This is an optimization exercise on Yosys and OpenROAD, whose aim is small area, a short achievable clock period and few clock cycles per item, not a production implementation. Only simulation tests tie the RTL to the original design; equivalence was not proved.

`flow/design.v`:
```
module conv3x3 (
    input  wire         clk,
    input  wire         rst,           
    input  wire         cfg_we,
    input  wire [3:0]   cfg_addr,      
    input  wire [31:0]  cfg_wdata,
    input  wire         in_valid,
    output wire         in_ready,
    input  wire [143:0] in_pix,        
    input  wire [8:0]   in_mask,       
    output wire         out_valid,
    input  wire         out_ready,
    output wire [15:0]  out_pix
);
    localparam SW = 54;    
    localparam DW = 38;    
    localparam S_IDLE = 2'd0;
    localparam S_MAC  = 2'd1;
    localparam S_DIV  = 2'd2;
    localparam S_OUT  = 2'd3;
    reg signed [31:0] wt [0:8];
    reg signed [31:0] divisor;
    reg signed [31:0] threshold;
    reg               div_auto;
    reg               dyn_div;
    reg               lane16;
    integer n;
    always @(posedge clk) begin
        if (cfg_we) begin
            case (cfg_addr)
                4'd9:    divisor   <= cfg_wdata;
                4'd10:   threshold <= cfg_wdata;
                4'd11:   begin
                             div_auto <= cfg_wdata[0];
                             dyn_div  <= cfg_wdata[1];
                             lane16   <= cfg_wdata[2];
                         end
                default: begin
                             for (n = 0; n < 9; n = n + 1)
                                 if (cfg_addr == n) wt[n] <= cfg_wdata;
                         end
            endcase
        end
    end
    reg signed [DW-1:0] tot;
    always @(*) begin
        tot = 0;
        for (n = 0; n < 9; n = n + 1)
            tot = tot + {{(DW-32){wt[n][31]}}, wt[n]};
    end
    wire signed [DW-1:0] cdiv = div_auto ? ((tot != 0) ? tot : {{(DW-1){1'b0}}, 1'b1})
                                         : {{(DW-32){divisor[31]}}, divisor};
    reg [1:0]           state;
    reg [143:0]         pix_r;
    reg [8:0]           mask_r;
    reg [3:0]           k;
    reg signed [SW-1:0] sum;
    reg signed [DW-1:0] wsum;
    reg                 neg;           
    reg [SW-1:0]        num;           
    reg [DW-1:0]        den;           
    reg [DW:0]          rem;           
    reg [5:0]           cnt;
    reg signed [SW-1:0] quo;
    reg  [15:0] pix_raw;
    wire [15:0] pixv     = lane16 ? pix_raw : {8'd0, pix_raw[7:0]};
    reg  signed [31:0] wk;
    always @(*) begin
        wk      = wt[0];
        pix_raw = pix_r[15:0];
        for (n = 0; n < 9; n = n + 1)
            if (k == n) begin
                wk      = wt[n];
                pix_raw = pix_r[16*n +: 16];
            end
    end
    wire signed [48:0] prod = wk * $signed({1'b0, pixv});
    wire                 clipped = ~&mask_r;
    wire signed [DW-1:0] dv      = (clipped && dyn_div) ? wsum : cdiv;
    wire [DW:0] rem_sh  = {rem[DW-1:0], num[SW-1]};
    wire [DW:0] rem_sub = rem_sh - {1'b0, den};
    wire signed [SW:0] biased  = {quo[SW-1], quo} + {{(SW+1-32){threshold[31]}}, threshold};
    wire [15:0]        lanemax = lane16 ? 16'hffff : 16'h00ff;
    wire [15:0]        clamped = biased[SW] ? 16'd0 :
                                 (biased > $signed({{(SW+1-16){1'b0}}, lanemax})) ? lanemax :
                                 biased[15:0];
    always @(posedge clk) begin
        if (rst) begin
            state <= S_IDLE;
        end else begin
            case (state)
                S_IDLE: begin
                    if (in_valid) begin
                        pix_r  <= in_pix;
                        mask_r <= in_mask;
                        k      <= 4'd0;
                        sum    <= 0;
                        wsum   <= 0;
                        state  <= S_MAC;
                    end
                end
                S_MAC: begin
                    if (k == 4'd9) begin
                        if (dv == 0) begin
                            quo   <= sum;
                            state <= S_OUT;
                        end else begin
                            neg   <= sum[SW-1] ^ dv[DW-1];
                            num   <= sum[SW-1] ? -sum : sum;
                            den   <= dv[DW-1] ? -dv : dv;
                            rem   <= 0;
                            cnt   <= 6'd0;
                            state <= S_DIV;
                        end
                    end else begin
                        if (mask_r[k]) begin
                            sum  <= sum + {{(SW-49){prod[48]}}, prod};
                            wsum <= wsum + {{(DW-32){wk[31]}}, wk};
                        end
                        k <= k + 4'd1;
                    end
                end
                S_DIV: begin
                    if (cnt == SW) begin
                        quo   <= neg ? -$signed(num) : $signed(num);
                        state <= S_OUT;
                    end else begin
                        if (!rem_sub[DW]) begin
                            rem <= rem_sub;
                            num <= {num[SW-2:0], 1'b1};
                        end else begin
                            rem <= rem_sh;
                            num <= {num[SW-2:0], 1'b0};
                        end
                        cnt <= cnt + 6'd1;
                    end
                end
                S_OUT: begin
                    if (out_ready) state <= S_IDLE;
                end
            endcase
        end
    end
    assign in_ready  = (state == S_IDLE);
    assign out_valid = (state == S_OUT);
    assign out_pix   = clamped;
endmodule
```
`flow/run.sh`:
```
#!/bin/bash
# synth_recipe.tcl (not shown) runs the flow's synth.tcl, then flattens the netlist and writes it again
# the make line also repeats each setting of config.mk as NAME=value (left out here)
make -C /OpenROAD-flow-scripts/flow DESIGN_CONFIG=/design/flow/config.mk WORK_HOME=/design/flow/orfs CLKGATE_MAP_FILE= SYNTH_SCRIPT=/design/flow/synth_recipe.tcl finish
```
`flow/config.mk`:
```
export PLATFORM = sky130hd
export DESIGN_NAME = conv3x3
export DESIGN_NICKNAME = conv3x3
export VERILOG_FILES = /design/flow/design.v
export SDC_FILE = /design/flow/constraint.sdc
export NUM_CORES = 4
export LEC_CHECK = 0
export CAP_MARGIN = 20
export CORE_MARGIN = 2
export CORE_UTILIZATION = 40
export SLEW_MARGIN = 20
```
`flow/constraint.sdc`:
```
create_clock -name core_clock -period 12.5 [get_ports {clk}]
set_input_delay 2.5000 -clock core_clock [delete_from_list [all_inputs] [get_ports {clk}]]
set_output_delay 2.5000 -clock core_clock [all_outputs]
set_load 0.01 [all_outputs]
```
==> run summary <==
[routing by layer]
metal  share of wire [%]  up-vias  global-route usage [%]
li1                    -    23500                       -
met1                  45    25600                    33.1
met2                  45     1690                    37.3
met3                 6.8      256                    3.49
met4                 2.8        6                    6.42
met5               0.019        -                       0
[registers in the layout, indices dropped and copies added, names as in the netlist, 2 cells and up]
signal	cells
pix_r	144
wsum	38
divisor	32
sum	54
threshold	32
wt	288
quo	54
num	54
k	4
state	2
mask_r	9
den	38
rem	38
cnt	6
[cell type report]
type                            instances  area (sq um)  share of cell area, %
Timing Repair Buffer                  375          3480                   4.45
Sequential cell                       797         23900                   30.5
Inverter                              993          3730                   4.76
Clock buffer                          112          2480                   3.17
Clock inverter                         60           643                  0.821
Antenna cell                            8          20.0                 0.0256
Multi-Input combinational cell       4738         41200                   52.6
Tap cell                             2310          2890                   3.69
[stage by stage]
step	worst slack, ps	area, sq um	instances
6_report	757	78300	9393
3_3_place_gp	497	75000	9205
4_1_cts	387	78200	9377
2_1_floorplan	927	69300	6784
5_1_grt	7.61	78300	9385
3_5_place_dp	392	75000	9205
[kinds of logic after synthesis]
kind of cell / synth area share (%)
AO/OA/AOI/OAI: 12.8
XOR/XNOR: 4.36
adder cells (fa/ha/maj): 27.3
buffers and inverters: 6.77
flip-flops: 34.5
multiplexers: 1.85
AND/OR/NAND/NOR: 12.4
[worst max-delay path by stage]
stage | from | end | slack (ps) | cells after the start
floorplan | k[2] | sum[53] | 930 | 46
global placement | k[3] | sum[52] | 500 | 46
detailed placement | k[3] | sum[51] | 390 | 48
CTS | k[3] | sum[51] | 390 | 48
global route | k[0] | sum[51] | 8 | 47
finish | k[3] | sum[52] | 760 | 46
[worst register-to-register path: cells and delay by family, from the launching register on]
family | cells | cell delay [ps]
flops | 1 | 510
simple gates | 11 | 1990
fa+ha+maj | 8 | 3570
xor+xnor | 2 | 340
compound gates | 18 | 4140
mux | 1 | 100
buf+inv | 6 | 860
[cells in the mapped netlist (56+ instances only)]
cell      number  share of area, %
a31oi_1       57              0.51
fa_1         720                21
and2_1       156               1.4
ha_1         358               6.5
mux2i_1      117               1.7
nand3_1       61              0.44
a21oi_1      410               3.0
inv_1        987               5.3
xor2_1       188               2.4
nand2b_1      56              0.51
nand2_1      607               3.3
nor2_1       495               2.7
edfxtp_1     795                34
a211oi_1     141               1.5
clkbuf_1     237               1.3
nor2b_1      136               1.2
a21o_1       145               1.6
o21ai_0      267               1.9
nor3_1        71              0.51
xnor2_1      154               1.9
[timing repair]
item,CTS,global route
buffers inserted,0,6
hold endpoints to repair,0,0
gates resized for setup,0,20
setup endpoints to repair,0,9
==> results.yml <==
run_status:
  status: "finished clean"
floorplan:
  coreArea_sq_um: 172000
  start_util_pct: 40.3
  num_io_pins: 212
  dieArea_sq_um: 177000
  die_y_microns: 420
  num_rows: 152
  die_w_microns: 420
critical_path:
  critPathMaxStageDelay_ps: 580
  end_kind: "flip-flop"
  rr_startpoint: "k[3]"
  crit_type: "flip-flop to flip-flop"
  cp.required_ps: 12980
  crit_buf_inv: 6
  cpMostUsedCell: "fa_1"
  critPathTopFamily: "compound AO/OA/AOI/OAI gates"
  critPathSlowestCell: "fa_1"
  rr_endpoint: "sum[52]"
  start_kind: "flip-flop"
  worstPathArrival_ps: 12230
  cp_max_fo: 10
  reg2reg_depth: 46
  rrSetupSlack_ps: 760
timing:
  rsz0062_at_grt: "no"
  clock_skew_ps: 67.7
  fin_crit_sh_pct: 93.9
  timing.slew.headroom_pct: 24.0
  hold_violations: 0
  tns_ps: 0
  period_needed_ps: 11740
  finalMaxSlewViolations: 0
  tightest_slew_ps: 1140
  fmaxAchievable_ghz: 0.0852
  setup_viol: 0
  hold_slack_ps: 600
worst_hold_path:
  min_path_type: "flip-flop to flip-flop"
  hold_depth: 2
  hold_start: "num[48]"
  holdPathEnd: "num[49]"
global_route:
  grt_overflow: 0
  antenna_found_initial: 10
  grt_use_total_pct: 23.3
  grt_max_degree: 222
  first_global_vias: 51500
  grt_first_pass_wirelength_microns: 313000
cts:
  hold_buffers: 0
  clockRootBuffer: "clkbuf_16"
  cts_sinks: 797
  cts_buffers: 93
  path_clk_slew_ps: 60
  worst_skew_pair.late_latency_ps: 770
  cts_tree: "yes"
  clockBufferDepth: 3
  ctsHtreeMaxLevel: 3
place:
  port_buffers: 211
  place_congestion: 0.939
  hpwlAfterDp_microns: 159000
finish:
  area_growth_pct: 13.1
  post-route-util_pct: 45.6
  final_cell_mix: "987 x inv_1, 795 x edfxtp_1, 720 x fa_1"
  fill_cells: 16200
  drive_gt1_share_pct: 5.99
  mostFrequentLayoutCell: "inv_1"
  fin_nets: 8270
detailed_routing:
  antenna_left: 0
  vias_per_cell: 5.44
  num_vias: 51100
  wl_per_cell_microns: 21.8
  firstDrtPassIters: 6
  drtIter0Drc: 4217
  drc: 0
  totalWireLength_microns: 205000
synthesis:
  synthCells: 6784
  ys_types: 80
  synth_edf_count: 795
  syn_area_per_cell_sq_um: 10.2
  netlist_area_sq_um: 69300
  yosys_warnings: 2
  syn_nets: 8056
  async_flop_share_pct: 0
  ys_ff_latch: 797
  synth-main-ff-cell: "edfxtp_1"
  seq_area_frac_synth_pct: 34.5
flow_run:
  cap_violations: 0
Testbench counts, summed over its fixed seeds: cycles 271,733, items 4,096.

[port drivers added, routing unchanged]
The flow's constraints put no driver on any port. The routed layout listed below was extracted and timed again, unchanged, in two steps. Step 1 sets driving cells, clkbuf_16 on the clock port and buf_2 on the other inputs (assumed; they add their load-dependent delay and slew). Step 2 adds t to the input delays and takes it off the output delays; t is the mean of the earliest and latest rising clock arrival at the registers after step 1. Input paths then give back, and output paths get back, about the clock's delay inside the block. a / b / c = ideal / step 1 / step 2; a / b = the first two.
t, ns: 0.812
setup WS [ns]: 0.757 / 0.757 / 0.757
slew at the worst register clock pin (ns): 0.07 / 0.07
worst slew at a driven data input, ns: 0.09
cell pins on the clock port's net: 1
After both steps this run still meets setup and hold. For this run, drivers alone change the setup slack by 0.000 ns; drivers and shift together by 0.000 ns.
